Context: an optimization exercise on an open-source flow, tuned for small area, a short achievable clock period and few clock cycles. The choices shown serve that exercise and are no tape-out recipe.
Where RTL was checked, it was by simulation tests only, not by an equivalence proof against the original.
Only the layout flow was run in runs 1 and 8; the RTL was not checked for function there.
The clock input has no modelled driver; a real chip could not lean on it and would need a root buffer or a full tree.
Power figures rest on the tool's default switching activity, not on a simulated workload.

<file path="flow/constraint.sdc">
create_clock -name core_clock -period 10.0 [get_ports {clk}]
set_input_delay 2.0000 -clock core_clock [delete_from_list [all_inputs] [get_ports {clk}]]
set_output_delay 2.0000 -clock core_clock [all_outputs]
set_load 0.01 [all_outputs]
</file>
<file path="flow/flow/run.sh">
#!/bin/bash
# Standard ORFS layout with the smallest buffer on every port, and a clock
# tree built from clkbuf_16 only, in larger sink clusters and without dummy
# loads.
set -euo pipefail
export BUFFER_PORTS_ARGS="-buffer_cell sky130_fd_sc_hd__buf_1"
export CTS_ARGS="-sink_clustering_enable -repair_clock_nets -dont_use_dummy_load -sink_clustering_size 25 -sink_clustering_max_diameter 100 -buf_list sky130_fd_sc_hd__clkbuf_16"
bash standard.sh > standard.log 2>&1
</file>
<file path="flow/config.mk">
export PLATFORM = sky130hd
export DESIGN_NAME = lidar_framer
export DESIGN_NICKNAME = lidar_framer
export VERILOG_FILES = /design/flow/design.v
export SDC_FILE = /design/flow/constraint.sdc
export NUM_CORES = 4
export LEC_CHECK = 0
export ABC_CLOCK_PERIOD_IN_PS = 4000
export CAP_MARGIN = 20
export CORE_MARGIN = 2
export CORE_UTILIZATION = 55
export PLACE_DENSITY = 0.7
export SLEW_MARGIN = 20
</file>
<file path="flow/standard.sh">
#!/bin/bash
# synth_recipe.tcl (not shown) runs the flow's synth.tcl, then flattens the netlist and writes it again
# the make line also repeats each setting of config.mk as NAME=value (left out here)
make -C /OpenROAD-flow-scripts/flow DESIGN_CONFIG=/design/flow/config.mk WORK_HOME=/design/flow/orfs CLKGATE_MAP_FILE= SYNTH_SCRIPT=/design/flow/synth_recipe.tcl "${@:-finish}"
</file>
<file path="flow/design.v">
module lidar_framer (
    input  wire         clk,
    input  wire         rst,
    input  wire         cancel,
    input  wire         in_valid,
    input  wire [7:0]   in_data,
    output reg          in_ready,
    output reg          out_valid,
    input  wire         out_ready,
    output wire [339:0] out_rec,
    output reg          err_valid,
    output wire [1:0]   err_code,
    output reg          drop_pulse
);
    reg  [7:0]   d_q;
    reg          v_q;
    reg          in_frame;      
    reg  [5:0]   idx;           
    reg          have_prev;     
    reg          prev_54;       
    reg  [5:0]   nk;            
    reg  [7:0]   sum_lo;
    reg  [5:0]   sum_hi;
    reg          sum_c;
    reg          lo_ok;
    reg  [335:0] sr;
    reg          sh_q;          
    wire active   = !rst && !cancel;
    wire consume  = v_q;
    wire take     = active && in_valid && in_ready;
    wire is_data  = (idx != 6'd42) && (idx <= 6'd44);
    wire is_sum   = (idx <= 6'd44);
    wire is_c0    = (idx == 6'd45);
    wire is_c1    = (idx == 6'd46);
    wire f_consume = consume && in_frame;
    wire s_consume = consume && !in_frame;
    wire hdr       = s_consume && have_prev && prev_54 && (d_q == 8'h2C);
    wire new_drop  = s_consume && have_prev && !hdr;
    wire nk_is1    = (nk == 6'd1);
    wire fire_drop = in_frame ? (f_consume && !is_c1 && idx >= nk)
                              : (s_consume && nk_is1);
    wire done      = f_consume && is_c1;
    wire cks_ok    = lo_ok && (d_q[7:6] == 2'b00) && (sum_hi == d_q[5:0]);
    wire [8:0] lo_add = {1'b0, sum_lo} + {1'b0, d_q};
    wire v_n        = take;
    wire in_frame_n = active && (hdr || (in_frame && !done));
    wire ov_n       = !rst && ((done && cks_ok && !cancel) || (out_valid && !out_ready));
    wire have_prev_n = active && (s_consume ? !hdr : (have_prev && !done));
    wire prev_54_n  = s_consume ? (d_q == 8'h54) : prev_54;
    wire data_n     = hdr || (f_consume ? (idx != 6'd41 && idx <= 6'd43) : is_data);
    always @(posedge clk) begin
        d_q      <= in_data;
        v_q      <= v_n;
        in_ready <= !(ov_n && (in_frame_n || have_prev_n && prev_54_n));
        sh_q     <= v_n && in_frame_n && data_n;
    end
    always @(posedge clk) begin
        if (!active) begin
            in_frame  <= 1'b0;
            have_prev <= 1'b0;
            nk        <= 6'd46;
        end else begin
            if (hdr)
                in_frame <= 1'b1;
            else if (done)
                in_frame <= 1'b0;
            if (s_consume)
                have_prev <= !hdr;
            else if (done)
                have_prev <= 1'b0;
            if (done)
                nk <= 6'd46;
            else if (hdr)
                nk <= nk_is1 ? 6'd2 : nk;
            else if (new_drop && !nk_is1)
                nk <= nk - 6'd1;
        end
        if (s_consume)
            prev_54 <= (d_q == 8'h54);
        if (hdr)
            idx <= 6'd2;
        else if (f_consume)
            idx <= idx + 6'd1;
    end
    always @(posedge clk) begin
        if (hdr) begin
            sum_lo <= 8'h80;             
            sum_hi <= 6'd0;
            sum_c  <= 1'b0;
        end else begin
            sum_hi <= sum_hi + {5'd0, sum_c};
            sum_c  <= 1'b0;
            if (f_consume && is_sum) begin
                sum_lo <= lo_add[7:0];
                sum_c  <= lo_add[8];
            end
        end
        if (f_consume && is_c0)
            lo_ok <= (sum_lo == d_q);
    end
    always @(posedge clk) begin
        sr <= ({sr[327:0], d_q} & {336{sh_q}}) | (sr & {336{!sh_q}});
    end
    always @(posedge clk) begin
        if (rst) begin
            out_valid  <= 1'b0;
            err_valid  <= 1'b0;
            drop_pulse <= 1'b0;
        end else begin
            out_valid  <= ov_n;
            err_valid  <= !cancel && done && !cks_ok;
            drop_pulse <= !cancel && fire_drop;
        end
    end
    assign err_code = {err_valid, err_valid};
    assign out_rec[15:0]  = {sr[8*(43-3) +: 8], sr[8*(43-2) +: 8]};
    assign out_rec[31:16] = {sr[8*(43-5) +: 8], sr[8*(43-4) +: 8]};
    assign out_rec[47:32] = {sr[7:0], sr[15:8]};
    assign out_rec[51:48] = 4'd12;
    genvar p;
    generate
        for (p = 0; p < 12; p = p + 1) begin : g_pt
            assign out_rec[52+24*p +: 16] = {sr[8*(43-(7+3*p)) +: 8], sr[8*(43-(6+3*p)) +: 8]};
            assign out_rec[68+24*p +: 8]  = sr[8*(43-(8+3*p)) +: 8];
        end
    endgenerate
endmodule
</file>
==> run_results.csv, run 1 <==
group,metric,value,unit
die,die_area,0.0239,mm²
yosys,synth_common_cells,"edfxtp_1 (337), dfxtp_1 (44), ha_1 (22)",
routing,dr.first_iter.drc_count,452,
power_and_ir_drop,leakagePower,4.74,nW
routing,viasPerCell,5.19,
routing,finalWirelength,23800,µm
sta,period_needed,3130,ps
routing,dr_total_vias,6440,
yosys,netlist_area,0.0125,mm²
yosys,yosys_warnings,1,
sta,setup_viol,0,
worst_setup_path,path_buf_inv,1,
worst_setup_path,crit_path_cell_trace,"buf_1",
sta,slew_violations,0,
final_layout,final_util,65.2,%
die,die_h,155,µm
yosys,yosys.area.top_type_share,81.1,%
die,io_pins,359,
worst_hold_path,hp-class,"reg2reg",
die,coreArea,0.0224,mm²
final_layout,area_growth,17.2,%
sta,grt_setup_unrepaired,"false",
run,cap_viol_max_count,0,
yosys,ys_ff_latch,381,
worst_setup_path,crit_slowest_cell,"edfxtp_1",
yosys,synth_edf_count,337,
power_and_ir_drop,power.internal,2.05,mW
power_and_ir_drop,switching_share,17.8,%
worst_setup_path,critPathMaxFanout,2,
die,die_w,155,µm
routing,antenna_left,0,
die,start_util,55.6,%
place,placed_cell_area,0.0141,mm²
cts,cts_tree,"yes",
place,gp_congestion,0.812,
worst_setup_path,cpPeakStageDelay,460,ps
routing,drc_errors,0,
worst_setup_path,required,8000,ps
sta,tightest_slew,1070,ps
sta,finalSetupTns,0,ps
sta,relSlewSlack,28.3,%
power_and_ir_drop,seq_power_share,68.5,%
sta,timing.final.crit_share,31.3,%
cts,cts_setup_buffers,0,
global_route,grt_usage,18.6,%
yosys,yosys.area.top_type,"edfxtp_1",
power_and_ir_drop,combPwrFrac,0.5,%
cts,clockBufferDepth,3,
worst_setup_path,arrival,1130,ps
power_and_ir_drop,p_clk_share,31.0,%
worst_setup_path,critPathKind,"reg2out",
cts,clkTransAtPathRegs,90,ps
yosys,synth_cell_types,52,
cts,cts-hold-fix-buffers,0,
routing,wl_per_cell,19.2,µm
outcome,outcome,"finished clean",
final_layout,final_layout_size_suffix_gt1_share,3.77,%
global_route,grt-ovfl-total,0,
power_and_ir_drop,power_density,171,mW/mm²
sta,clock_skew,47.7,ps
worst_setup_path,cp-start-kind,"register",
worst_setup_path,critPathTopFamily,"flip-flops",
global_route,grt_pass1_wl,34500,µm
yosys,synth.most_common_cell,"edfxtp_1",
sta,finalHoldViolations,0,
cts,clock_latency,500,ps
cts,htreeDepth,1,
yosys,synthFlopType,"edfxtp_1",
global_route,grt_pass1_vias,6042,
yosys,syn_area_per_cell,21.2,µm²
final_layout,n_antenna_cell,0,
final_layout,final_nets,993,
yosys,syn_inst,588,
sta,max_freq,319,MHz
place,dp_hpwl,16800,µm
yosys,ys_top_cells_by_area,"edfxtp_1 (81%), dfxtp_1 (7.1%), ha_1 (2.2%), xor2_1 (0.77%), xnor2_1 (0.70%)",
worst_setup_path,setup.worst_path.end_class,"primary output",
yosys,async_reset_ff_share,0,%
power_and_ir_drop,ir_drop,150,µV
cts,cts_inserted_buffers,19,
routing,drtPass1Iterations,4,
final_layout,fin_area,0.0146,mm²
place,port_buffers,354,
cts,cts_resized,0,
yosys,synth-seq-area-share,88.1,%
cts,cts_root_buffer,"clkbuf_16",
global_route,antenna_found_initial,0,
cts,cts.sinks,381,
die,num_rows,55,
power_and_ir_drop,switchingPower,444,µW
global_route,grt_max_degree,187,
## area by class of cell
class                           count  area [µm²]
Sequential cell                   381       11000
Tap cell                          285         357
Fill cell                        1578        7810
Clock buffer                       19         475
Inverter                           11        41.3
Multi-Input combinational cell    187        1380
Timing Repair Buffer              357        1360
## cell usage in the layout (no fill, tap or decap), types with 2 or more instances in the layout
cell / Yosys / layout
a211oi_1: 4 / 4
a21boi_2: 2 / 2
a21o_1: 5 / 5
a21oi_1: 11 / 11
a31oi_1: 2 / 2
and2_1: 3 / 3
and3_1: 4 / 4
buf_1: 0 / 354
buf_4: 7 / 2
clkbuf_16: 0 / 19
conb_1: 2 / 4
dfxtp_1: 44 / 43
edfxtp_1: 337 / 337
ha_1: 22 / 22
inv_1: 11 / 11
mux2i_1: 4 / 4
nand2_1: 14 / 14
nand2b_1: 2 / 2
nand3_1: 6 / 6
nand3_2: 2 / 2
nand4_1: 4 / 4
nand4b_1: 2 / 2
nor2_1: 21 / 21
nor2b_1: 5 / 5
nor3_1: 4 / 4
nor3b_1: 2 / 2
nor4_1: 3 / 2
o21ai_0: 10 / 10
o21ai_1: 2 / 2
o32ai_1: 2 / 2
or2_2: 2 / 2
or3_1: 3 / 3
or4_1: 3 / 3
xnor2_1: 10 / 10
xor2_1: 11 / 11
## per-stage QoR
stage | cells | hold slack [ps] | setup slack [ps] | total power [mW]
finish | 1240 | 396 | 6870 | 2.50
floorplan | 590 | 436 | 1630 | 1.75
CTS | 1240 | 400 | 6840 | 2.53
detailed placement | 1221 | 430 | 6900 | 1.76
global placement | 1221 | 428 | 6950 | 1.76
global route | 1240 | 410 | 6820 | 2.57
## power by group through the flow
stage          Combinational, mW  Sequential [mW]  Clock, mW
2_1_floorplan            0.00989             1.74          0
3_3_place_gp              0.0119             1.75          0
3_5_place_dp              0.0122             1.75          0
4_1_cts                   0.0122             1.71      0.806
5_1_grt                   0.0138             1.71      0.849
6_report                  0.0122             1.71      0.774
## worst paths after layout
kind                      from  depth (start not counted)            to  slack (ps)
setup / recovery      register                          1  out_rec[233]        6870
setup reg to reg  sh_q$_DFF_P_                          1      register        7600
hold reg to reg       register                          0      register         400
hold / removal        register                          0      register         400
## cells by family after synthesis
kind of cell    share of synthesized area, %
flops                                   88.1
buf+inv                                0.912
other cells                           0.0602
compound gates                          2.60
fa+ha+maj                               2.37
mux                                    0.411
xor+xnor                                1.47
simple gates                            4.03
## metal layers
layer | global-route usage [%] | routed length, µm
met1 | 23.8 | 9460
met2 | 32.6 | 12000
met3 | 4.17 | 1800
met4 | 4.76 | 495
met5 | 0 | 0
==> run 2: changes to the inputs <==
--- a/flow/design.v
+++ b/flow/design.v
@@ -101,3 +101,4 @@
     always @(posedge clk) begin
-        sr <= ({sr[327:0], d_q} & {336{sh_q}}) | (sr & {336{!sh_q}});
+        if (sh_q)
+            sr <= {sr[327:0], d_q};
     end
--- a/flow/config.mk
+++ b/flow/config.mk
@@ -10,4 +10,4 @@
 export CORE_MARGIN = 2
-export CORE_UTILIZATION = 55
-export PLACE_DENSITY = 0.7
+export CORE_UTILIZATION = 75
+export PLACE_DENSITY = 0.85
 export SLEW_MARGIN = 20
==> run 2 against run 1 <==
Effect of this change:
- flip-flop and latch count did not move
- worst setup slack got worse by 44 ps
- routed wire length rose by 24%
- critical endpoint is now out_rec[254]
- highest routed layer unchanged
- sequential power barely moved
- core utilization rose by 23 points
==> run_results.csv, run 2 <==
group,metric,value,unit
place,place_ws,6930,ps
routing,dr_total_vias,7182,
sta,slew_violations,0,
yosys,synthMuxAreaShare,0.502,%
final_layout,area_growth,16.6,%
yosys,ys_top_cells_by_area,"edfxtp_1 (81%), dfxtp_1 (7.1%), ha_1 (2.2%), xnor2_1 (0.98%), nor2_1 (0.72%)",
final_layout,n_antenna_cell,0,
yosys,yosys.area.top_type,"edfxtp_1",
die,die_h,133,µm
yosys,ys_ff_latch,381,
routing,viasPerCell,6.11,
global_route,grt_pass1_vias,6750,
worst_setup_path,cp.depth,1,
final_layout,fin_area,0.0145,mm²
place,port_buffers,354,
yosys,synthFlopType,"edfxtp_1",
worst_setup_path,arrival,1180,ps
place,dp_hpwl,19100,µm
worst_setup_path,critPathMaxFanout,2,
yosys,synth-seq-area-share,88.3,%
power_and_ir_drop,leakagePower,4.70,nW
final_layout,final_nets,994,
sta,fin_ws,6820,ps
final_layout,register_area,0.0110,mm²
run,cap_viol_max_count,0,
power_and_ir_drop,power_density,172,mW/mm²
yosys,synth_top_family_by_area,"simple AND/OR/NAND/NOR gates",
cts,htreeDepth,1,
final_layout,multi_input_area,0.00137,mm²
global_route,grt-ovfl-total,0,
worst_setup_path,critPathKind,"reg2out",
sta,whs,395,ps
worst_setup_path,path_buf_inv,1,
global_route,grt_max_degree,176,
final_layout,largest_register_ffs,336,
cts,clkTransAtPathRegs,100,ps
global_route,antenna_found_initial,0,
cts,clock_latency,510,ps
cts,cts_tree,"yes",
worst_setup_path,crit_path_cell_trace,"buf_1",
global_route,grt_usage,32.9,%
yosys,synth_common_cells,"edfxtp_1 (337), dfxtp_1 (44), nor2_1 (24)",
yosys,synth_adder_area_share,2.37,%
routing,wl_per_cell,25.1,µm
yosys,yosys_warnings,1,
die,coreArea,0.0164,mm²
die,start_util,75.9,%
place,placed_cell_area,0.0140,mm²
place,dp.cells,1156,
sta,tightest_slew,1060,ps
sta,max_freq,315,MHz
sta,setup_viol,0,
cts,cts_resized,0,
outcome,outcome,"finished clean",
cts,clockBufferDepth,3,
yosys,netlist_area,0.0125,mm²
sta,clock_skew,49.4,ps
sta,finalSetupTns,0,ps
routing,drtPass1Iterations,7,
worst_hold_path,holdPathStages,0,
yosys,synth-xor-area-share,1.55,%
worst_setup_path,reg2reg_depth,1,
yosys,synth_cell_types,52,
yosys,synth_edf_count,337,
power_and_ir_drop,ir_drop,170,µV
final_layout,n_fill_cell,618,
worst_setup_path,cp-start-kind,"register",
cts,cts_inserted_buffers,19,
final_layout,regMostFlops,"sr",
cts,cts-hold-fix-buffers,0,
cts,cts_root_buffer,"clkbuf_16",
worst_setup_path,crit_slowest_cell,"edfxtp_1",
routing,drc_errors,0,
sta,finalHoldViolations,0,
sta,relSlewSlack,29.2,%
worst_hold_path,hp-class,"reg2reg",
final_layout,final_layout_size_suffix_gt1_share,3.35,%
global_route,grt_pass1_wl,43100,µm
die,die_area,0.0177,mm²
final_layout,final_common_cell,"buf_1",
yosys,synth.most_common_cell,"edfxtp_1",
final_layout,fin_cells,1176,
worst_setup_path,setup.worst_path.end_class,"primary output",
worst_setup_path,required,8000,ps
yosys,yosys.area_share.simple,4.00,%
yosys,synth_compound_area_share,2.31,%
cts,cts.sinks,381,
worst_setup_path,cpPeakStageDelay,390,ps
die,num_rows,47,
die,io_pins,359,
routing,antenna_left,0,
routing,dr.first_iter.drc_count,814,
yosys,syn_inst,590,
yosys,yosys.area.top_type_share,81.3,%
routing,finalWirelength,29500,µm
final_layout,reg_top3,"sr: 336 flops, d_q: 8 flops, sum_lo: 8 flops",
sta,timing.final.crit_share,31.8,%
yosys,syn_area_per_cell,21.1,µm²
cts,cts_setup_buffers,0,
die,die_w,133,µm
worst_setup_path,critPathTopFamily,"flip-flops",
final_layout,final_cell_mix,"buf_1 (354), edfxtp_1 (337), dfxtp_1 (43)",
yosys,async_reset_ff_share,0,%
sta,grt_setup_unrepaired,"false",
sta,period_needed,3180,ps
place,gp_congestion,0.819,
## run 2: metrics by stage
step                utilization (%)  power, mW
detailed placement             85.5       1.76
finish                         88.5       2.50
global route                   88.5       2.56
CTS                            88.4       2.51
floorplan                         -       1.75
global placement               85.5       1.76
## run 2: power breakdown
group / switching [mW] / internal (mW) / total, mW
clock network: 0.440 / 0.341 / 0.781
logic: 0.00720 / 0.00585 / 0.0130
registers: 0.00454 / 1.70 / 1.71
## run 2: path summary, 6_finish.rpt
kind	endpoint	slack [ps]	startpoint
hold reg to reg	sr[34]$_DFFE_PP_	390	sr[26]$_DFFE_PP_
setup reg to reg	sr[308]$_DFFE_PP_	7570	sh_q$_DFF_P_
setup / recovery	out_rec[254]	6820	sr[98]$_DFFE_PP_
hold / removal	sr[34]$_DFFE_PP_	390	sr[26]$_DFFE_PP_
## run 2: layer usage
| metal | global-route usage [%] | wire length [µm] | vias up |
|---|---|---|---|
| met1 | 42.5 | 9960 | 3586 |
| met5 | 0 | 0 | - |
| met2 | 58.3 | 15900 | 538 |
| met4 | 9.74 | 894 | 0 |
| met3 | 5.94 | 2750 | 76 |
| li1 | - | - | 2982 |
## run 2: cell type report
cell class,count,share of cell area (%)
well taps,220,1.90
flip-flops and latches,381,75.8
clock buffers,19,3.27
inverters,9,0.233
multi-input cells,190,9.41
repair buffers,357,9.42
## run 2: cells by family (layout without fill, tap and decap cells)
group | Yosys count | in the layout
flops | 381 | 381
simple gates | 91 | 91
compound gates | 44 | 44
fa+ha+maj | 23 | 23
xor+xnor | 22 | 22
buf+inv | 21 | 385
mux | 6 | 6
other cells | 2 | 4
Testbench counts of run 2, summed over its fixed seeds: cycles 15,519.
==> run 3: changes to the inputs <==
--- a/flow/config.mk
+++ b/flow/config.mk
@@ -7,7 +7,6 @@
 export LEC_CHECK = 0
-export ABC_CLOCK_PERIOD_IN_PS = 4000
 export CAP_MARGIN = 20
 export CORE_MARGIN = 2
-export CORE_UTILIZATION = 75
-export PLACE_DENSITY = 0.85
+export CORE_UTILIZATION = 65
+export PLACE_DENSITY = 0.75
 export SLEW_MARGIN = 20
==> run 3 against run 2 <==
Effect of this change:
- area after synthesis stayed put
- critical path type is now reg2reg
- design area hardly changed
- register-to-register slack worse by 870 ps
- global-route usage is 10 points lower
- worst hold slack better by 8.2 ps
- critical path depth is 1 higher
- via count is 8.7% lower
- sequential power hardly changed
- sequential share of layout area hardly changed
==> run_results.csv, run 3 <==
group,metric,value,unit
final_layout,fin_area,0.0145,mm²
routing,wl_met2,12300,µm
cts,cts_tree,"yes",
global_route,grt_usage,22.7,%
place,dp.cells,1171,
global_route,grt_max_degree,98,
sta,tightest_slew,1070,ps
sta,max_freq,303,MHz
power_and_ir_drop,switchingPower,437,µW
die,die_h,142,µm
routing,dr.first_iter.drc_count,485,
yosys,synth_cell_types,52,
sta,period_needed,3300,ps
power_and_ir_drop,switching_share,17.6,%
sta,clock_skew,44.8,ps
power_and_ir_drop,power.internal,2.05,mW
worst_setup_path,required,10110,ps
final_layout,final_layout_size_suffix_gt1_share,3.35,%
die,num_rows,50,
yosys,synthFlopType,"edfxtp_1",
routing,finalWirelength,24000,µm
worst_setup_path,r2r-start,"sh_q$_DFF_P_",
power_and_ir_drop,power_density,171,mW/mm²
final_layout,largest_register_ffs,336,
worst_setup_path,setup.worst_path.end_class,"register",
cts,cts.sinks,381,
final_layout,final_common_cell,"buf_1",
yosys,synth_top_family_by_area,"simple AND/OR/NAND/NOR gates",
sta,timing.final.crit_share,33.0,%
yosys,yosys_warnings,1,
outcome,outcome,"finished clean",
place,dp_hpwl,17100,µm
yosys,synth_edf_count,337,
cts,clock_latency,520,ps
yosys,synth.most_common_cell,"edfxtp_1",
sta,grt_setup_unrepaired,"false",
power_and_ir_drop,leakagePower,4.70,nW
die,coreArea,0.0188,mm²
place,placed_cell_area,0.0140,mm²
sta,finalSetupTns,0,ps
cts,clockBufferDepth,3,
cts,htreeDepth,1,
routing,antenna_left,0,
yosys,syn_inst,590,
power_and_ir_drop,ir_drop,152,µV
final_layout,fin_cells,1190,
routing,viasPerCell,5.51,
cts,cts_resized,0,
routing,drt-met1-wl,9040,µm
worst_setup_path,cp-startpoint,"sh_q$_DFF_P_",
yosys,synth_common_cells,"edfxtp_1 (337), dfxtp_1 (44), nor2_1 (24)",
routing,drc_errors,0,
die,die_w,142,µm
yosys,yosys.area_share.simple,4.00,%
die,die_area,0.0203,mm²
sta,setup_viol,0,
yosys,synth-seq-area-share,88.3,%
final_layout,reg_top3,"sr: 336 flops, d_q: 8 flops, sum_lo: 8 flops",
power_and_ir_drop,total_power,2.49,mW
yosys,syn_area_per_cell,21.1,µm²
final_layout,n_fill_cell,1118,
run,cap_viol_max_count,0,
power_and_ir_drop,seq_power_share,68.7,%
cts,cts_inserted_buffers,19,
sta,slew_violations,0,
yosys,synthMuxAreaShare,0.502,%
final_layout,area_growth,16.7,%
die,start_util,66.4,%
global_route,antenna_found_initial,0,
yosys,async_reset_ff_share,0,%
cts,cts-hold-fix-buffers,0,
worst_setup_path,critPathMaxFanout,85,
worst_setup_path,critPathKind,"reg2reg",
yosys,ys_ff_latch,381,
worst_hold_path,hp-start,"sr[14]$_DFFE_PP_",
yosys,synth-xor-area-share,1.55,%
final_layout,n_antenna_cell,0,
place,gp_congestion,0.807,
final_layout,final_nets,994,
yosys,synth_adder_area_share,2.37,%
yosys,netlist_area,0.0125,mm²
power_and_ir_drop,p_clk_share,30.8,%
cts,cts_setup_buffers,0,
yosys,yosys.area.top_type,"edfxtp_1",
global_route,grt-ovfl-total,0,
routing,drtPass1Iterations,4,
routing,wl_per_cell,20.2,µm
worst_setup_path,cp-start-kind,"register",
worst_setup_path,arrival,3410,ps
cts,cts_root_buffer,"clkbuf_16",
routing,dr_total_vias,6554,
sta,finalHoldViolations,0,
global_route,grt_pass1_vias,6212,
yosys,ys_top_cells_by_area,"edfxtp_1 (81%), dfxtp_1 (7.1%), ha_1 (2.2%), xnor2_1 (0.98%), nor2_1 (0.72%)",
routing,dr.max_layer_used,"met4",
global_route,grt_pass1_wl,35500,µm
routing,route.met3.wl,2010,µm
power_and_ir_drop,combPwrFrac,0.5,%
final_layout,regMostFlops,"sr",
sta,relSlewSlack,28.0,%
place,port_buffers,354,
worst_hold_path,hp-class,"reg2reg",
final_layout,final_cell_mix,"buf_1 (354), edfxtp_1 (337), dfxtp_1 (43)",
cts,clkTransAtPathRegs,90,ps
die,io_pins,359,
yosys,synth_compound_area_share,2.31,%
yosys,yosys.area.top_type_share,81.3,%
## run 3: cell types whose count changed in the layout (fill, tap and decap cells not counted)
cell	delta
buf_12	-1
buf_4	+1
## run 3: power groups by stage
stage               Combinational, mW  Sequential (mW)  Clock [mW]
floorplan                     0.00971             1.74           0
global placement               0.0114             1.75           0
detailed placement             0.0119             1.75           0
CTS                            0.0120             1.71       0.788
global route                   0.0137             1.71       0.837
finish                         0.0121             1.71       0.767
## run 3: per-layer routing
metal	global-route usage, %	up-vias
li1	-	2976
met1	29.2	3237
met2	39.5	291
met3	4.64	50
met4	7.40	0
met5	0	-
## run 3: area by class of cell
cell class                      count  area [µm²]  area share [%]
Sequential cell                   381       11000            75.7
Tap cell                          234         293            2.02
Clock buffer                       19         475            3.27
Inverter                            9        33.8           0.233
Timing Repair Buffer              357        1360            9.33
Multi-Input combinational cell    190        1370            9.40
## run 3: kinds of logic after synthesis
group           count (synthesis)
simple gates                   91
other cells                     2
mux                             6
xor+xnor                       22
compound gates                 44
fa+ha+maj                      23
flops                         381
buf+inv                        21
## run 3: worst paths after layout
kind / endpoint / slack [ps] / cells past startpoint
worst max-delay path: sr[162]$_DFFE_PP_ / 6700 / 2
worst min-delay path: sr[22]$_DFFE_PP_ / 400 / 0
worst max register to register: sr[162]$_DFFE_PP_ / 6700 / 2
worst min register to register: sr[22]$_DFFE_PP_ / 400 / 0
## run 3: metrics by stage
step	utilization, %	hold slack (ps)	setup WS (ps)
3_5_place_dp	74.9	431	6720
6_report	77.4	403	6700
5_1_grt	77.4	408	6460
4_1_cts	77.4	402	6740
3_3_place_gp	74.9	429	6930
2_1_floorplan	-	436	1630
## run 3: critical path: stages (launching register included)
cell and delay, ps:
dfxtp_4 980, buf_4 880, buf_4 920
==> run 4: changes to the inputs <==
--- a/flow/config.mk
+++ b/flow/config.mk
@@ -7,6 +7,7 @@
 export LEC_CHECK = 0
+export ABC_CLOCK_PERIOD_IN_PS = 4000
 export CAP_MARGIN = 20
 export CORE_MARGIN = 2
-export CORE_UTILIZATION = 65
-export PLACE_DENSITY = 0.75
+export CORE_UTILIZATION = 55
+export PLACE_DENSITY = 0.7
 export SLEW_MARGIN = 20
==> run 4 against run 3 <==
Effect of this change:
- die area is 18% higher
- fmax is 5.7% higher
- non-clock buffer count stayed put
- via count is 2.6% lower
- clock skew is 1.3 ps higher
- clock power is 0.7% higher
- critical path depth is 1 lower
- sequential share of layout area is 0.33 points lower
- sequential power hardly changed
- flip-flop and latch count stayed put
- still clean on timing, DRC and antenna
- synthesized cell count stayed put
==> run_results.csv, run 4 <==
group,metric,value,unit
outcome,outcome,"finished clean",
yosys,synth_cell_types,52,
routing,wl_per_cell,18.8,µm
die,num_rows,55,
die,coreArea,0.0224,mm²
sta,grt_setup_unrepaired,"false",
cts,cts_setup_buffers,0,
worst_hold_path,hp-class,"reg2reg",
global_route,grt_pass1_wl,34100,µm
routing,dr_total_vias,6385,
yosys,synthMuxAreaShare,0.502,%
worst_setup_path,critPathTopFamily,"flip-flops",
cts,htreeDepth,1,
power_and_ir_drop,switchingPower,442,µW
global_route,grt_max_degree,190,
worst_setup_path,critPathMaxFanout,2,
sta,timing.final.crit_share,31.2,%
yosys,ys_ff_latch,381,
place,placed_cell_area,0.0141,mm²
die,die_h,154,µm
power_and_ir_drop,power.internal,2.05,mW
power_and_ir_drop,leakagePower,4.69,nW
final_layout,final_layout_size_suffix_gt1_share,3.35,%
routing,dr.first_iter.drc_count,426,
place,port_buffers,354,
die,die_w,154,µm
cts,clkTransAtPathRegs,90,ps
place,dp.cells,1222,
cts,clockBufferDepth,3,
final_layout,reg_top3,"sr: 336 flops, d_q: 8 flops, sum_lo: 8 flops",
yosys,synth_edf_count,337,
yosys,synth-seq-area-share,88.3,%
routing,viasPerCell,5.15,
worst_setup_path,crit_path_cell_trace,"buf_1",
sta,clock_skew,46.0,ps
yosys,synth.most_common_cell,"edfxtp_1",
run,cap_viol_max_count,0,
power_and_ir_drop,combPwrFrac,0.5,%
yosys,synth_common_cells,"edfxtp_1 (337), dfxtp_1 (44), nor2_1 (24)",
cts,cts_tree,"yes",
cts,cts_inserted_buffers,19,
place,gp_congestion,0.806,
global_route,grt-ovfl-total,0,
worst_setup_path,crit_slowest_cell,"edfxtp_1",
global_route,grt_usage,18.2,%
worst_setup_path,critPathKind,"reg2out",
yosys,async_reset_ff_share,0,%
cts,cts_resized,0,
place,place_ws,6950,ps
place,dp_hpwl,16300,µm
routing,drtPass1Iterations,5,
die,die_area,0.0239,mm²
sta,finalSetupTns,0,ps
yosys,synth_adder_area_share,2.37,%
routing,antenna_left,0,
worst_setup_path,path_buf_inv,1,
yosys,netlist_area,0.0125,mm²
worst_setup_path,arrival,1120,ps
final_layout,final_common_cell,"buf_1",
sta,tightest_slew,1020,ps
yosys,yosys.area.top_type,"edfxtp_1",
die,start_util,55.5,%
sta,relSlewSlack,31.7,%
cts,cts_root_buffer,"clkbuf_16",
yosys,synthFlopType,"edfxtp_1",
final_layout,n_antenna_cell,0,
power_and_ir_drop,p_clk_share,31.0,%
power_and_ir_drop,power_density,171,mW/mm²
yosys,synth_compound_area_share,2.31,%
yosys,synth-xor-area-share,1.55,%
routing,finalWirelength,23300,µm
final_layout,final_util,65.0,%
sta,fin_ws,6880,ps
yosys,yosys_warnings,1,
power_and_ir_drop,total_power,2.49,mW
power_and_ir_drop,ir_drop,160,µV
yosys,yosys.area_share.simple,4.00,%
yosys,syn_area_per_cell,21.1,µm²
yosys,ys_top_cells_by_area,"edfxtp_1 (81%), dfxtp_1 (7.1%), ha_1 (2.2%), xnor2_1 (0.98%), nor2_1 (0.72%)",
final_layout,fin_cells,1241,
final_layout,regMostFlops,"sr",
sta,whs,391,ps
final_layout,final_nets,994,
final_layout,fin_area,0.0146,mm²
final_layout,area_growth,17.2,%
die,io_pins,359,
sta,max_freq,320,MHz
routing,drc_errors,0,
power_and_ir_drop,switching_share,17.7,%
worst_setup_path,setup.worst_path.end_class,"primary output",
sta,setup_viol,0,
global_route,grt_pass1_vias,5927,
power_and_ir_drop,seq_power_share,68.5,%
global_route,antenna_found_initial,0,
sta,period_needed,3120,ps
cts,cts.sinks,381,
final_layout,final_cell_mix,"buf_1 (354), edfxtp_1 (337), dfxtp_1 (43)",
sta,slew_violations,0,
yosys,yosys.area.top_type_share,81.3,%
yosys,synth_top_family_by_area,"simple AND/OR/NAND/NOR gates",
worst_setup_path,required,8000,ps
yosys,syn_inst,590,
sta,finalHoldViolations,0,
cts,cts-hold-fix-buffers,0,
worst_setup_path,cp-start-kind,"register",
final_layout,largest_register_ffs,336,
worst_setup_path,cpPeakStageDelay,380,ps
cts,clock_latency,490,ps
==> run 4: kinds of logic after synthesis <==
family          after synthesis
flops                       381
mux                           6
fa+ha+maj                    23
xor+xnor                     22
buf+inv                      21
other cells                   2
compound gates               44
simple gates                 91
==> run 4: power groups by stage <==
| stage | sequential (mW) | combinational (mW) | clock [mW] |
|---|---|---|---|
| after global placement | 1.75 | 0.0116 | 0 |
| after global routing | 1.71 | 0.0137 | 0.854 |
| after CTS | 1.71 | 0.0119 | 0.802 |
| after detailed placement | 1.75 | 0.0118 | 0 |
| final | 1.71 | 0.0120 | 0.772 |
| after floorplan | 1.74 | 0.00971 | 0 |
==> run 4: area by class of cell <==
cell class | count | area (µm²)
Multi-Input combinational cell | 190 | 1360
Fill cell | 1601 | 7840
Sequential cell | 381 | 11000
Clock buffer | 19 | 475
Timing Repair Buffer | 357 | 1360
Inverter | 9 | 33.8
Tap cell | 285 | 357
==> run 4: path summary, 6_finish.rpt <==
check | start | depth (start not counted) | end | slack [ps]
worst max-delay path | sr[197]$_DFFE_PP_ | 1 | out_rec[161] | 6880
worst min-delay path | sr[35]$_DFFE_PP_ | 0 | sr[43]$_DFFE_PP_ | 390
worst max register to register | sh_q$_DFF_P_ | 1 | sr[118]$_DFFE_PP_ | 7720
worst min register to register | sr[35]$_DFFE_PP_ | 0 | sr[43]$_DFFE_PP_ | 390
==> run 4: per-layer routing <==
metal  track usage [%]  share of wire [%]  vias up  routed length, µm
li1                  -                  -     2985                  -
met4              3.79                1.9        0                433
met3              4.57                7.8       37               1810
met2              30.7                 50      252              11600
met5                 0                  0        -                  0
met1              24.4                 41     3111               9460
==> run 5: changes to the inputs <==
==> flow/flow/run.sh (replaced) <==
#!/bin/bash
# Standard ORFS layout with the smallest buffer on every port, a clock tree
# built from clkbuf_16 only in larger sink clusters without dummy loads, and
# the clock port driving the tree's first level directly (flow/unroot.tcl).
set -euo pipefail
export BUFFER_PORTS_ARGS="-buffer_cell sky130_fd_sc_hd__buf_1"
export CTS_ARGS="-sink_clustering_enable -repair_clock_nets -dont_use_dummy_load -sink_clustering_size 25 -sink_clustering_max_diameter 100 -buf_list sky130_fd_sc_hd__clkbuf_16"
export POST_CTS_TCL="$(pwd)/flow/unroot.tcl"
bash standard.sh > standard.log 2>&1
==> flow/flow/unroot.tcl (new file) <==
set block [ord::get_db_block]
set port_net [[$block findBTerm clk] getNet]
set roots {}
foreach it [$port_net getITerms] { lappend roots [$it getInst] }
if {[llength $roots] == 1} {
  set root [lindex $roots 0]
  set out_net [[$root findITerm X] getNet]
  set loads {}
  foreach it [$out_net getITerms] {
    if {[$it getInst] != $root} { lappend loads $it }
  }
  if {[llength $loads] <= 4} {
    foreach it $loads {
      $it disconnect
      $it connect $port_net
    }
    puts "unroot: removed [$root getName], clk now drives [llength $loads] buffers"
    odb::dbInst_destroy $root
    odb::dbNet_destroy $out_net
  } else {
    puts "unroot: root drives [llength $loads] pins, kept"
  }
}
estimate_parasitics -placement
==> run 5 against run 4 <==
Effect of this change:
- area after synthesis unchanged
- synthesized cell count unchanged
- non-clock buffer count unchanged
- first-iteration DRC count down 12%
- worst hold slack about the same
- clock skew about the same
- via count down 0.30%
- register-to-register slack about the same
- total power down 0.95%
- still clean on timing, DRC and antenna
- flip-flop and latch count unchanged
- global-route usage about the same
- count of clock-buffer cells in the layout down 1
==> run_results.csv, run 5 <==
group,metric,value,unit
global_route,grt-ovfl-total,0,
worst_setup_path,cp-start-kind,"register",
global_route,top_usage_layer,"met2",
die,io_pins,359,
worst_setup_path,path_buf_inv,1,
final_layout,final_nets,993,
final_layout,reg_top3,"sr: 336 flops, d_q: 8 flops, sum_lo: 8 flops",
worst_setup_path,arrival,1000,ps
run,cap_viol_max_count,0,
global_route,use_met2,30.7,%
worst_setup_path,crit_path_cell_trace,"buf_1",
global_route,use_met3,4.57,%
routing,wl_per_cell,18.8,µm
final_layout,fin_area,0.0146,mm²
cts,clock_latency,370,ps
yosys,yosys.area.top_type_share,81.3,%
yosys,synth_common_cells,"edfxtp_1 (337), dfxtp_1 (44), nor2_1 (24)",
final_layout,final_cell_mix,"buf_1 (354), edfxtp_1 (337), dfxtp_1 (43)",
final_layout,multi_input_area,0.00136,mm²
sta,tightest_slew,1060,ps
worst_setup_path,rrSetupSlack,7720,ps
power_and_ir_drop,ir_drop,159,µV
worst_setup_path,cpPeakStageDelay,380,ps
routing,finalWirelength,23400,µm
global_route,grt_usage,18.1,%
power_and_ir_drop,leakagePower,4.68,nW
worst_setup_path,crit_slowest_cell,"edfxtp_1",
global_route,antenna_found_initial,0,
final_layout,n_antenna_cell,0,
sta,max_freq,333,MHz
yosys,syn_area_per_cell,21.1,µm²
final_layout,final_layout_size_suffix_gt1_share,3.25,%
sta,period_needed,3000,ps
worst_setup_path,critPathTopFamily,"flip-flops",
die,die_w,154,µm
final_layout,area_growth,17.0,%
sta,finalHoldViolations,0,
sta,finalSetupTns,0,ps
sta,clock_skew,46.1,ps
yosys,synth_cell_types,52,
yosys,yosys.area.top_type,"edfxtp_1",
global_route,grt_pass1_wl,34100,µm
die,coreArea,0.0224,mm²
sta,timing.final.crit_share,30.0,%
yosys,yosys_warnings,1,
yosys,async_reset_ff_share,0,%
die,start_util,55.5,%
worst_setup_path,setup.worst_path.end_class,"primary output",
final_layout,largest_register_ffs,336,
cts,cts.sinks,381,
sta,fin_ws,7000,ps
yosys,netlist_area,0.0125,mm²
sta,slew_violations,0,
global_route,grt_pass1_vias,5918,
global_route,grt_max_degree,190,
routing,viasPerCell,5.13,
outcome,outcome,"finished clean",
place,dp_hpwl,16300,µm
yosys,syn_inst,590,
yosys,synth.most_common_cell,"edfxtp_1",
sta,grt_setup_unrepaired,"false",
place,placed_cell_area,0.0141,mm²
power_and_ir_drop,power_density,170,mW/mm²
routing,dr.first_iter.drc_count,374,
yosys,ys_ff_latch,381,
yosys,ys_top_cells_by_area,"edfxtp_1 (81%), dfxtp_1 (7.1%), ha_1 (2.2%), xnor2_1 (0.98%), nor2_1 (0.72%)",
power_and_ir_drop,total_power,2.47,mW
sta,setup_viol,0,
cts,clkTransAtPathRegs,90,ps
worst_setup_path,critPathMaxFanout,2,
yosys,synthFlopType,"edfxtp_1",
die,die_area,0.0239,mm²
place,place_ws,6950,ps
sta,relSlewSlack,29.2,%
worst_hold_path,hp-class,"reg2reg",
yosys,synth-seq-area-share,88.3,%
routing,dr_total_vias,6366,
die,num_rows,55,
die,die_h,154,µm
final_layout,register_area,0.0110,mm²
place,gp_congestion,0.806,
final_layout,regMostFlops,"sr",
global_route,met1_usage,24.4,%
worst_setup_path,critPathKind,"reg2out",
final_layout,final_common_cell,"buf_1",
routing,antenna_left,0,
routing,drc_errors,0,
yosys,synth_edf_count,337,
worst_setup_path,required,8000,ps
place,port_buffers,354,
routing,drtPass1Iterations,4,
final_layout,n_fill_cell,1603,
## run 5: routing by layer
| metal | vias up | part of all wire, % |
|---|---|---|
| met5 | - | 0 |
| met4 | 0 | 1.9 |
| met3 | 38 | 7.6 |
| met2 | 237 | 49 |
| met1 | 3106 | 41 |
| li1 | 2985 | - |
## run 5: area by class of cell
cell class                      instances  share of cell area, %
Sequential cell                       381                   75.5
Timing Repair Buffer                  357                   9.36
Multi-Input combinational cell        190                   9.32
Clock buffer                           18                   3.09
Tap cell                              285                   2.45
Inverter                                9                  0.232
## run 5: cell families (layout without fill, tap and decap cells)
family,Yosys count,count (layout),share of synthesized area [%]
flip-flops,381,381,88.3
AND/OR/NAND/NOR,91,91,4.00
AO/OA/AOI/OAI,44,44,2.31
adder cells (fa/ha/maj),23,23,2.37
XOR/XNOR,22,22,1.55
buffers and inverters,21,384,0.874
multiplexers,6,6,0.502
other,2,4,0.0603
## run 5: per-stage QoR
stage	utilization (%)	hold WS, ps	instances
after floorplan	-	436	592
after global placement	62.9	429	1222
after detailed placement	62.9	430	1222
after global routing	64.9	408	1240
final	64.9	390	1240
## run 5: report_power, final
group	internal, mW	leakage [nW]	switching (mW)
registers	1.70	3.38	0.00417
logic	0.00577	1.07	0.00621
clock network	0.323	0.222	0.425
total	2.03	4.68	0.435
## run 5: path summary, 6_finish.rpt
| check | endpoint | cells after the start | startpoint |
|---|---|---|---|
| hold / removal | sr[43]$_DFFE_PP_ | 0 | sr[35]$_DFFE_PP_ |
| hold reg to reg | sr[43]$_DFFE_PP_ | 0 | sr[35]$_DFFE_PP_ |
| setup / recovery | out_rec[161] | 1 | sr[197]$_DFFE_PP_ |
| setup reg to reg | sr[118]$_DFFE_PP_ | 1 | sh_q$_DFF_P_ |
==> run 6: changes to the inputs <==
--- a/flow/config.mk
+++ b/flow/config.mk
@@ -10,4 +10,4 @@
 export CORE_MARGIN = 2
-export CORE_UTILIZATION = 55
-export PLACE_DENSITY = 0.7
+export CORE_UTILIZATION = 60
+export PLACE_DENSITY = 0.72
 export SLEW_MARGIN = 20
==> run 6 against run 5 <==
Effect of this change:
- total power is essentially flat
- synthesized cell count did not move
- worst setup slack lost 32 ps
- count of clock-buffer cells in the layout stayed put
- design area shrank 0.13%
- sequential share of layout area up 0.098 points
- sequential power barely moved
- flip-flop and latch count did not move
- largest cell class unchanged
- highest routed layer unchanged
==> run_results.csv, run 6 <==
group,metric,value,unit
die,die_area,0.0219,mm²
worst_hold_path,hp-class,"reg2reg",
final_layout,final_layout_size_suffix_gt1_share,3.25,%
global_route,grt_pass1_wl,36000,µm
final_layout,n_antenna_cell,0,
yosys,yosys.area.top_type_share,81.3,%
sta,relSlewSlack,21.4,%
power_and_ir_drop,leakagePower,4.68,nW
worst_setup_path,setup.worst_path.end_class,"primary output",
sta,slew_violations,0,
power_and_ir_drop,power.internal,2.03,mW
yosys,synth.most_common_cell,"edfxtp_1",
worst_setup_path,arrival,1030,ps
worst_setup_path,required,8000,ps
worst_setup_path,cp.depth,1,
die,die_w,148,µm
yosys,async_reset_ff_share,0,%
sta,grt_setup_unrepaired,"false",
power_and_ir_drop,power_density,170,mW/mm²
sta,max_freq,330,MHz
routing,antenna_left,0,
worst_setup_path,path_buf_inv,1,
power_and_ir_drop,p_clk_share,30.3,%
yosys,synthFlopType,"edfxtp_1",
worst_setup_path,crit_path_cell_trace,"buf_1",
power_and_ir_drop,seq_power_share,69.2,%
place,dp_hpwl,17500,µm
yosys,synth-seq-area-share,88.3,%
power_and_ir_drop,combPwrFrac,0.5,%
worst_setup_path,crit_slowest_cell,"edfxtp_1",
routing,finalWirelength,24800,µm
sta,setup_viol,0,
die,num_rows,52,
place,port_buffers,354,
global_route,grt_usage,21.6,%
die,io_pins,359,
final_layout,largest_register_ffs,336,
worst_setup_path,critPathKind,"reg2out",
sta,finalSetupTns,0,ps
yosys,synth_cell_types,52,
place,gp_congestion,0.857,
yosys,yosys.area.top_type,"edfxtp_1",
yosys,yosys_warnings,1,
worst_setup_path,cp-start-kind,"register",
global_route,grt_pass1_vias,6044,
sta,timing.final.crit_share,30.3,%
yosys,netlist_area,0.0125,mm²
worst_setup_path,critPathMaxFanout,2,
routing,drc_errors,0,
die,die_h,148,µm
die,start_util,61.3,%
final_layout,regMostFlops,"sr",
power_and_ir_drop,switching_share,17.7,%
worst_setup_path,cpPeakStageDelay,360,ps
yosys,syn_inst,590,
global_route,grt-ovfl-total,0,
yosys,synth_edf_count,337,
routing,wl_per_cell,20.2,µm
final_layout,final_util,71.7,%
power_and_ir_drop,switchingPower,437,µW
routing,dr_total_vias,6471,
worst_setup_path,reg2reg_depth,6,
final_layout,final_nets,993,
yosys,ys_top_cells_by_area,"edfxtp_1 (81%), dfxtp_1 (7.1%), ha_1 (2.2%), xnor2_1 (0.98%), nor2_1 (0.72%)",
routing,viasPerCell,5.28,
sta,period_needed,3030,ps
sta,clock_skew,50.3,ps
yosys,ys_ff_latch,381,
final_layout,final_cell_mix,"buf_1 (354), edfxtp_1 (337), dfxtp_1 (43)",
final_layout,area_growth,16.8,%
yosys,syn_area_per_cell,21.1,µm²
cts,clock_latency,380,ps
global_route,grt_max_degree,199,
cts,clkTransAtPathRegs,90,ps
cts,cts.sinks,381,
yosys,synth_common_cells,"edfxtp_1 (337), dfxtp_1 (44), nor2_1 (24)",
routing,dr.first_iter.drc_count,482,
global_route,antenna_found_initial,0,
final_layout,reg_top3,"sr: 336 flops, d_q: 8 flops, sum_lo: 8 flops",
outcome,outcome,"finished clean",
run,cap_viol_max_count,0,
worst_hold_path,holdPathStages,0,
power_and_ir_drop,total_power,2.47,mW
die,coreArea,0.0203,mm²
power_and_ir_drop,ir_drop,131,µV
sta,tightest_slew,1180,ps
worst_setup_path,critPathTopFamily,"flip-flops",
sta,finalHoldViolations,0,
final_layout,final_common_cell,"buf_1",
routing,drtPass1Iterations,4,
[run 6: cell counts after synthesis]
No cell type changed its count.
[run 6: worst paths after layout]
check / to / from / slack (ps)
setup / recovery: out_rec[281] / sr[77]$_DFFE_PP_ / 6970
hold / removal: sr[44]$_DFFE_PP_ / sr[36]$_DFFE_PP_ / 400
setup reg to reg: in_ready$_DFF_P_ / d_q[1]$_DFF_P_ / 7570
hold reg to reg: sr[44]$_DFFE_PP_ / sr[36]$_DFFE_PP_ / 400
[run 6: power by group through the flow]
stage | Sequential [mW] | Clock (mW) | Combinational, mW
finish | 1.71 | 0.750 | 0.0120
global route | 1.71 | 0.822 | 0.0138
detailed placement | 1.75 | 0 | 0.0119
global placement | 1.75 | 0 | 0.0115
floorplan | 1.74 | 0 | 0.00971
[run 6: metal layers]
layer  share of wire, %  global-route usage [%]  up-vias
li1                   -                       -     2978
met1                 39                    28.6     3200
met2                 50                    36.6      255
met3                8.2                    5.61       38
met4                2.6                    5.14        0
met5                  0                       0        -
[run 6: cell families after synthesis]
kind of cell	after synthesis	synth area share, %
flip-flops	381	88.3
AND/OR/NAND/NOR	91	4.00
AO/OA/AOI/OAI	44	2.31
adder cells (fa/ha/maj)	23	2.37
XOR/XNOR	22	1.55
buffers and inverters	21	0.874
multiplexers	6	0.502
other	2	0.0603
[run 6: per-stage QoR]
stage / worst slack [ps] / hold WS [ps] / std cells / cell area (µm²)
3_3_place_gp: 6990 / 428 / 1207 / 14100
2_1_floorplan: 1630 / 436 / 592 / 12500
3_5_place_dp: 6920 / 431 / 1207 / 14100
6_report: 6970 / 401 / 1225 / 14500
5_1_grt: 6930 / 414 / 1225 / 14500
[run 6: final cells by class]
type / instances / area [µm²]
Sequential cell: 381 / 11000
Multi-Input combinational cell: 190 / 1360
Clock buffer: 18 / 450
Fill cell: 1329 / 5750
Inverter: 9 / 33.8
Timing Repair Buffer: 357 / 1360
Tap cell: 270 / 338
==> run 7: changes to the inputs <==
--- a/flow/config.mk
+++ b/flow/config.mk
@@ -10,4 +10,4 @@
 export CORE_MARGIN = 2
-export CORE_UTILIZATION = 60
-export PLACE_DENSITY = 0.72
+export CORE_UTILIZATION = 48
+export PLACE_DENSITY = 0.65
 export SLEW_MARGIN = 20
==> run 7 against run 6 <==
Effect of this change:
- die area up 24%
- total power up 0.38%
- flip-flop and latch count unchanged
- core utilization down 14 points
- clock power up 1%
- synthesized cell count unchanged
- sequential share of layout area is 0.40 points lower
- area after synthesis did not move
- via count is 0.17% higher
- fmax fell by 3.9%
- design area grew 0.53%
- sequential power is essentially flat
- critical endpoint is now sr[259]$_DFFE_PP_
==> run_results.csv, run 7 <==
group,metric,value,unit
final_layout,final_util,57.7,%
global_route,antenna_found_initial,0,
global_route,grt_usage,16.9,%
final_layout,regMostFlops,"sr",
sta,clock_skew,47.7,ps
sta,slew_violations,0,
die,start_util,49.2,%
die,die_h,165,µm
final_layout,largest_register_ffs,336,
yosys,ys_top_cells_by_area,"edfxtp_1 (81%), dfxtp_1 (7.1%), ha_1 (2.2%), xnor2_1 (0.98%), nor2_1 (0.72%)",
final_layout,final_nets,995,
worst_setup_path,arrival,3160,ps
power_and_ir_drop,p_clk_share,30.6,%
routing,dr_total_vias,6482,
worst_setup_path,cp-start-kind,"register",
final_layout,final_cell_mix,"buf_1 (354), edfxtp_1 (337), dfxtp_1 (43)",
worst_setup_path,r2r-start,"sh_q$_DFF_P_",
yosys,async_reset_ff_share,0,%
power_and_ir_drop,power.internal,2.03,mW
sta,timing.final.crit_share,31.6,%
routing,antenna_left,0,
sta,finalHoldViolations,0,
routing,dr.first_iter.drc_count,662,
yosys,synth_edf_count,337,
die,io_pins,359,
die,die_w,165,µm
worst_hold_path,hp-class,"reg2reg",
power_and_ir_drop,ir_drop,135,µV
sta,max_freq,317,MHz
worst_hold_path,holdPathStages,0,
power_and_ir_drop,leakagePower,4.69,nW
yosys,yosys_warnings,1,
place,gp_congestion,0.775,
worst_setup_path,critPathMaxFanout,80,
power_and_ir_drop,total_power,2.48,mW
final_layout,reg_top3,"sr: 336 flops, d_q: 8 flops, sum_lo: 8 flops",
die,die_area,0.0272,mm²
global_route,grt_max_degree,81,
power_and_ir_drop,seq_power_share,68.9,%
yosys,synth.most_common_cell,"edfxtp_1",
sta,finalSetupTns,0,ps
worst_hold_path,whs_endpoint,"sr[50]$_DFFE_PP_",
die,num_rows,58,
worst_hold_path,hp-start,"sr[42]$_DFFE_PP_",
sta,relSlewSlack,33.3,%
cts,cts.sinks,381,
yosys,synth_common_cells,"edfxtp_1 (337), dfxtp_1 (44), nor2_1 (24)",
cts,clkTransAtPathRegs,100,ps
power_and_ir_drop,power_density,170,mW/mm²
final_layout,area_growth,17.4,%
worst_setup_path,reg2reg_depth,2,
yosys,syn_inst,590,
worst_setup_path,rrSetupSlack,6840,ps
routing,viasPerCell,5.04,
worst_setup_path,setup.worst_path.end_class,"register",
run,cap_viol_max_count,0,
sta,setup_viol,0,
routing,drc_errors,0,
sta,tightest_slew,1000,ps
place,dp.cells,1269,
yosys,yosys.area.top_type_share,81.3,%
yosys,yosys.area.top_type,"edfxtp_1",
final_layout,final_common_cell,"buf_1",
worst_setup_path,rr_endpoint,"sr[259]$_DFFE_PP_",
routing,wl_per_cell,19.2,µm
outcome,outcome,"finished clean",
place,dp_hpwl,17800,µm
yosys,synthFlopType,"edfxtp_1",
final_layout,final_layout_size_suffix_gt1_share,3.45,%
yosys,netlist_area,0.0125,mm²
routing,drtPass1Iterations,5,
power_and_ir_drop,combPwrFrac,0.5,%
global_route,grt_pass1_vias,5987,
sta,grt_setup_unrepaired,"false",
final_layout,fin_cells,1287,
power_and_ir_drop,switching_share,18.0,%
die,coreArea,0.0253,mm²
yosys,synth_cell_types,52,
sta,period_needed,3160,ps
place,port_buffers,354,
cts,clock_latency,390,ps
global_route,grt-ovfl-total,0,
worst_setup_path,required,10010,ps
worst_setup_path,critPathKind,"reg2reg",
yosys,synth-seq-area-share,88.3,%
final_layout,n_antenna_cell,0,
global_route,grt_pass1_wl,35100,µm
yosys,syn_area_per_cell,21.1,µm²
yosys,ys_ff_latch,381,
power_and_ir_drop,switchingPower,446,µW
routing,finalWirelength,24800,µm
==> run 7: kinds of logic (layout without fill, tap and decap cells) <==
logic type | Yosys count | after routing | share of synthesized area (%)
XOR/XNOR | 22 | 22 | 1.55
flip-flops | 381 | 381 | 88.3
multiplexers | 6 | 6 | 0.502
AO/OA/AOI/OAI | 44 | 44 | 2.31
other | 2 | 4 | 0.0603
adder cells (fa/ha/maj) | 23 | 23 | 2.37
AND/OR/NAND/NOR | 91 | 91 | 4.00
buffers and inverters | 21 | 386 | 0.874
==> run 7: worst max-delay path by stage <==
stage                        endpoint    startpoint  cells past startpoint
finish              sr[259]$_DFFE_PP_  sh_q$_DFF_P_                      2
global route        sr[155]$_DFFE_PP_  sh_q$_DFF_P_                      2
detailed placement   sr[38]$_DFFE_PP_  sh_q$_DFF_P_                      2
global placement     sr[38]$_DFFE_PP_  sh_q$_DFF_P_                      2
floorplan             sr[0]$_DFFE_PP_  sh_q$_DFF_P_                      0
==> run 7: power by group through the flow <==
stage          Clock (mW)  Combinational (mW)  Sequential [mW]
6_report            0.759              0.0120             1.71
2_1_floorplan           0             0.00971             1.74
3_5_place_dp            0              0.0119             1.75
5_1_grt             0.841              0.0139             1.71
3_3_place_gp            0              0.0117             1.75
==> run 7: metal layers <==
layer | wire length, µm | global-route usage [%]
met1 | 9840 | 22.1
met2 | 12400 | 29.1
met3 | 2140 | 4.30
met4 | 400 | 3.04
met5 | 0 | 0
==> run 7: layout make-up <==
cell class / count / area [µm²]
sequential: 381 / 11000
fill: 1975 / 10700
timing repair buffer: 359 / 1370
multi-input combinational: 190 / 1360
clock buffer: 18 / 450
tap: 330 / 413
inverter: 9 / 33.8
==> run 7: critical path: stages, from the launching register on <==
cell and delay, ps:
dfxtp_4 870, buf_4 860, buf_4 890
==> run 7: per-stage QoR <==
stage	hold WS [ps]	instance area (µm²)	setup slack, ps
after detailed placement	430	14200	6860
final	403	14600	6840
after global routing	418	14600	6610
after floorplan	436	12500	1630
after global placement	428	14200	6970
==> run 8: changes to the inputs <==
--- a/flow/design.v
+++ b/flow/design.v
@@ -14,4 +14,2 @@
 );
-    reg  [7:0]   d_q;
-    reg          v_q;
     reg          in_frame;      
@@ -26,6 +24,6 @@
     reg  [335:0] sr;
-    reg          sh_q;          
     wire active   = !rst && !cancel;
-    wire consume  = v_q;
     wire take     = active && in_valid && in_ready;
+    wire consume  = take;
+    wire [7:0] d  = in_data;
     wire is_data  = (idx != 6'd42) && (idx <= 6'd44);
@@ -36,3 +34,3 @@
     wire s_consume = consume && !in_frame;
-    wire hdr       = s_consume && have_prev && prev_54 && (d_q == 8'h2C);
+    wire hdr       = s_consume && have_prev && prev_54 && (d == 8'h2C);
     wire new_drop  = s_consume && have_prev && !hdr;
@@ -42,16 +40,8 @@
     wire done      = f_consume && is_c1;
-    wire cks_ok    = lo_ok && (d_q[7:6] == 2'b00) && (sum_hi == d_q[5:0]);
-    wire [8:0] lo_add = {1'b0, sum_lo} + {1'b0, d_q};
-    wire v_n        = take;
+    wire cks_ok    = lo_ok && (d[7:6] == 2'b00) && (sum_hi == d[5:0]);
+    wire [8:0] lo_add = {1'b0, sum_lo} + {1'b0, d};
     wire in_frame_n = active && (hdr || (in_frame && !done));
-    wire ov_n       = !rst && ((done && cks_ok && !cancel) || (out_valid && !out_ready));
-    wire have_prev_n = active && (s_consume ? !hdr : (have_prev && !done));
-    wire prev_54_n  = s_consume ? (d_q == 8'h54) : prev_54;
-    wire data_n     = hdr || (f_consume ? (idx != 6'd41 && idx <= 6'd43) : is_data);
-    always @(posedge clk) begin
-        d_q      <= in_data;
-        v_q      <= v_n;
-        in_ready <= !(ov_n && (in_frame_n || have_prev_n && prev_54_n));
-        sh_q     <= v_n && in_frame_n && data_n;
-    end
+    wire ov_n       = !rst && ((done && cks_ok) || (out_valid && !out_ready));
+    always @(posedge clk)
+        in_ready <= !(ov_n && in_frame_n);
     always @(posedge clk) begin
@@ -78,3 +68,3 @@
         if (s_consume)
-            prev_54 <= (d_q == 8'h54);
+            prev_54 <= (d == 8'h54);
         if (hdr)
@@ -98,7 +88,7 @@
         if (f_consume && is_c0)
-            lo_ok <= (sum_lo == d_q);
+            lo_ok <= (sum_lo == d);
     end
     always @(posedge clk) begin
-        if (sh_q)
-            sr <= {sr[327:0], d_q};
+        if (f_consume && is_data)
+            sr <= {sr[327:0], d};
     end
@@ -111,4 +101,4 @@
             out_valid  <= ov_n;
-            err_valid  <= !cancel && done && !cks_ok;
-            drop_pulse <= !cancel && fire_drop;
+            err_valid  <= done && !cks_ok;
+            drop_pulse <= fire_drop;
         end
--- a/flow/config.mk
+++ b/flow/config.mk
@@ -10,4 +10,4 @@
 export CORE_MARGIN = 2
-export CORE_UTILIZATION = 48
-export PLACE_DENSITY = 0.65
+export CORE_UTILIZATION = 55
+export PLACE_DENSITY = 0.7
 export SLEW_MARGIN = 20
==> run 8 against run 7 <==
Effect of this change:
- fmax decreased by 36%
- die area decreased by 14%
- largest cell class unchanged
- highest routed layer unchanged
- critical endpoint is now sr[232]$_DFFE_PP_
- area after synthesis decreased by 1.9%
==> run_results.csv, run 8 <==
group,metric,value,unit
outcome,outcome,"finished clean",
yosys,synth_common_cells,"edfxtp_1 (338), dfxtp_1 (33), nor2_1 (28)",
power_and_ir_drop,total_power,2.39,mW
global_route,grt_max_degree,187,
place,placed_cell_area,0.0139,mm²
yosys,ys_ff_latch,371,
routing,dr.first_iter.drc_count,392,
global_route,grt-ovfl-total,0,
worst_setup_path,reg2reg_depth,7,
die,start_util,56.0,%
die,num_rows,54,
sta,relSlewSlack,31.9,%
global_route,grt_usage,19.2,%
routing,wl_per_cell,19.3,µm
routing,viasPerCell,5.20,
worst_setup_path,arrival,4930,ps
sta,slew_violations,0,
routing,drtPass1Iterations,4,
yosys,yosys_warnings,1,
final_layout,final_common_cell,"buf_1",
final_layout,largest_register_ffs,336,
routing,drc_errors,0,
place,dp_hpwl,16800,µm
yosys,synth_cell_types,54,
sta,max_freq,202,MHz
routing,dr_total_vias,6339,
die,die_h,153,µm
final_layout,fin_area,0.0143,mm²
final_layout,final_nets,977,
power_and_ir_drop,ir_drop,119,µV
cts,cts.sinks,371,
die,die_w,153,µm
yosys,synth.most_common_cell,"edfxtp_1",
place,port_buffers,354,
yosys,netlist_area,0.0122,mm²
power_and_ir_drop,power_density,167,mW/mm²
worst_hold_path,holdPathStages,0,
worst_hold_path,whs_endpoint,"sr[52]$_DFFE_PP_",
final_layout,area_growth,17.3,%
yosys,synth-seq-area-share,88.5,%
final_layout,n_fill_cell,1576,
final_layout,n_antenna_cell,0,
global_route,grt_pass1_wl,35200,µm
routing,antenna_left,0,
worst_setup_path,critPathKind,"in2reg",
worst_hold_path,hp-class,"reg2reg",
cts,clkTransAtPathRegs,90,ps
sta,setup_viol,0,
sta,grt_setup_unrepaired,"false",
final_layout,final_layout_size_suffix_gt1_share,3.51,%
yosys,ys_top_cells_by_area,"edfxtp_1 (83%), dfxtp_1 (5.4%), ha_1 (2.3%), nor2_1 (0.86%), xor2_1 (0.79%)",
sta,timing.final.crit_share,49.5,%
final_layout,reg_top3,"sr: 336 flops, sum_lo: 8 flops",
place,gp_congestion,0.799,
sta,finalHoldViolations,0,
run,cap_viol_max_count,0,
global_route,grt_pass1_vias,5944,
routing,finalWirelength,23500,µm
sta,period_needed,4950,ps
die,coreArea,0.0218,mm²
sta,finalSetupTns,0,ps
worst_hold_path,hp-start,"sr[44]$_DFFE_PP_",
sta,clock_skew,13.5,ps
yosys,async_reset_ff_share,0,%
yosys,synthFlopType,"edfxtp_1",
yosys,synth_edf_count,338,
yosys,yosys.area.top_type,"edfxtp_1",
worst_setup_path,r2r-start,"idx[1]$_SDFFE_PP1P_",
power_and_ir_drop,leakagePower,4.58,nW
worst_setup_path,rrSetupSlack,6430,ps
yosys,syn_inst,572,
worst_setup_path,required,9990,ps
cts,clock_latency,360,ps
yosys,yosys.area.top_type_share,83.1,%
final_layout,final_util,65.7,%
die,die_area,0.0234,mm²
final_layout,final_cell_mix,"buf_1 (354), edfxtp_1 (338), dfxtp_1 (33)",
worst_setup_path,cp-start-kind,"input pin",
sta,tightest_slew,1020,ps
final_layout,regMostFlops,"sr",
worst_setup_path,critPathMaxFanout,186,
global_route,antenna_found_initial,0,
die,io_pins,359,
yosys,syn_area_per_cell,21.4,µm²
worst_setup_path,setup.worst_path.end_class,"register",
worst_setup_path,rr_endpoint,"sr[232]$_DFFE_PP_",
## run 8: changes by cell type after synthesis, sizes merged, moves of 3 or more
| cell | delta |
|---|---|
| xnor2 | -4 |
| nor3 | +4 |
| and2 | -3 |
| o21ai | -5 |
| nor2 | +4 |
| nand3 | -6 |
| dfxtp | -11 |
| xor2 | +3 |
## run 8: routing by layer
layer	global-route usage, %	wire length (µm)	vias to the layer above
met3	4.51	1830	45
met4	5.16	692	0
met1	25.8	9350	3103
met2	31.9	11600	265
li1	-	-	2926
met5	0	0	-
## run 8: report_power, final
part	leakage [nW]	switching [mW]	internal (mW)
logic	1.07	0.00926	0.00528
registers	3.30	0.0000909	1.66
clock network	0.209	0.403	0.306
## run 8: cells by family after synthesis
logic type | count (synthesis) | synth area share [%]
flip-flops | 371 | 88.5
buffers and inverters | 22 | 0.973
AO/OA/AOI/OAI | 39 | 2.07
adder cells (fa/ha/maj) | 23 | 2.42
other | 2 | 0.0615
XOR/XNOR | 21 | 1.51
AND/OR/NAND/NOR | 92 | 4.35
multiplexers | 2 | 0.164
## run 8: critical path, cell delays in order
cell and delay (ps):
buf_1 120, and4bb_2 360, nand4_1 590, a21oi_4 310, buf_4 630, buf_12 660
## run 8: stage by stage
step | cells | setup slack, ps | hold WS [ps]
floorplan | 574 | 1220 | 436
global placement | 1201 | 4610 | 428
detailed placement | 1201 | 4500 | 430
global route | 1219 | 4810 | 445
finish | 1219 | 5050 | 441
## run 8: worst max path at each step
stage | endpoint | slack, ps | cells past startpoint | from
after floorplan | sr[0]$_DFFE_PP_ | 1220 | 4 | cancel
after global placement | sr[14]$_DFFE_PP_ | 4610 | 6 | rst
after detailed placement | sr[14]$_DFFE_PP_ | 4500 | 6 | rst
after global routing | sr[281]$_DFFE_PP_ | 4810 | 6 | rst
final | sr[232]$_DFFE_PP_ | 5050 | 6 | rst
## run 8: cell type report
cell class	instances	area, µm²	share of cell area (%)
flip-flops and latches	371	10800	75.4
inverters	11	41.3	0.288
well taps	280	350	2.44
repair buffers	359	1400	9.76
multi-input cells	181	1310	9.14
clock buffers	17	425	2.97

==> static timing again, ports no longer ideal <==
The results above use ideal ports. As a check the final layouts listed here were re-extracted and re-timed, cells and wires unchanged.
Step 1, drivers: a clkbuf_16 drives clk and a buf_2 each remaining input, both assumed.
Step 2 adds t to the input delays and takes it off the output delays; t is the mean of the earliest and latest rising clock arrival at the registers after step 1. Input paths then give back, and output paths get back, about the clock's delay inside the block.
Slacks: ideal / step 1 / step 2; pairs: ideal / step 1.
run	shift t [ns]	slack for setup (ns)	worst setup path after step 2	worst data-port slew with drivers (ns)	cell pins on the clock port's net
run 1	0.523	6.868 / 6.827 / 6.900	input to register	0.04	1
run 2	0.528	6.824 / 6.780 / 6.933	input to register	0.03	1
run 3	0.538	6.697 / 6.697 / 6.697	register to register	0.05	1
run 4	0.520	6.876 / 6.839 / 6.954	input to register	0.03	1
run 5	0.407	6.998 / 6.946 / 6.955	input to register	0.03	2
run 6	0.411	6.966 / 6.907 / 6.919	input to register	0.04	2
run 7	0.421	6.842 / 6.842 / 6.842	register to register	0.04	2
run 8	0.412	5.053 / 5.086 / 4.674	input to register	0.03	2
After both steps setup and hold are still met in every run listed. For run 8, which loses most, drivers alone change the setup slack by +0.033 ns; drivers and shift together by -0.379 ns.
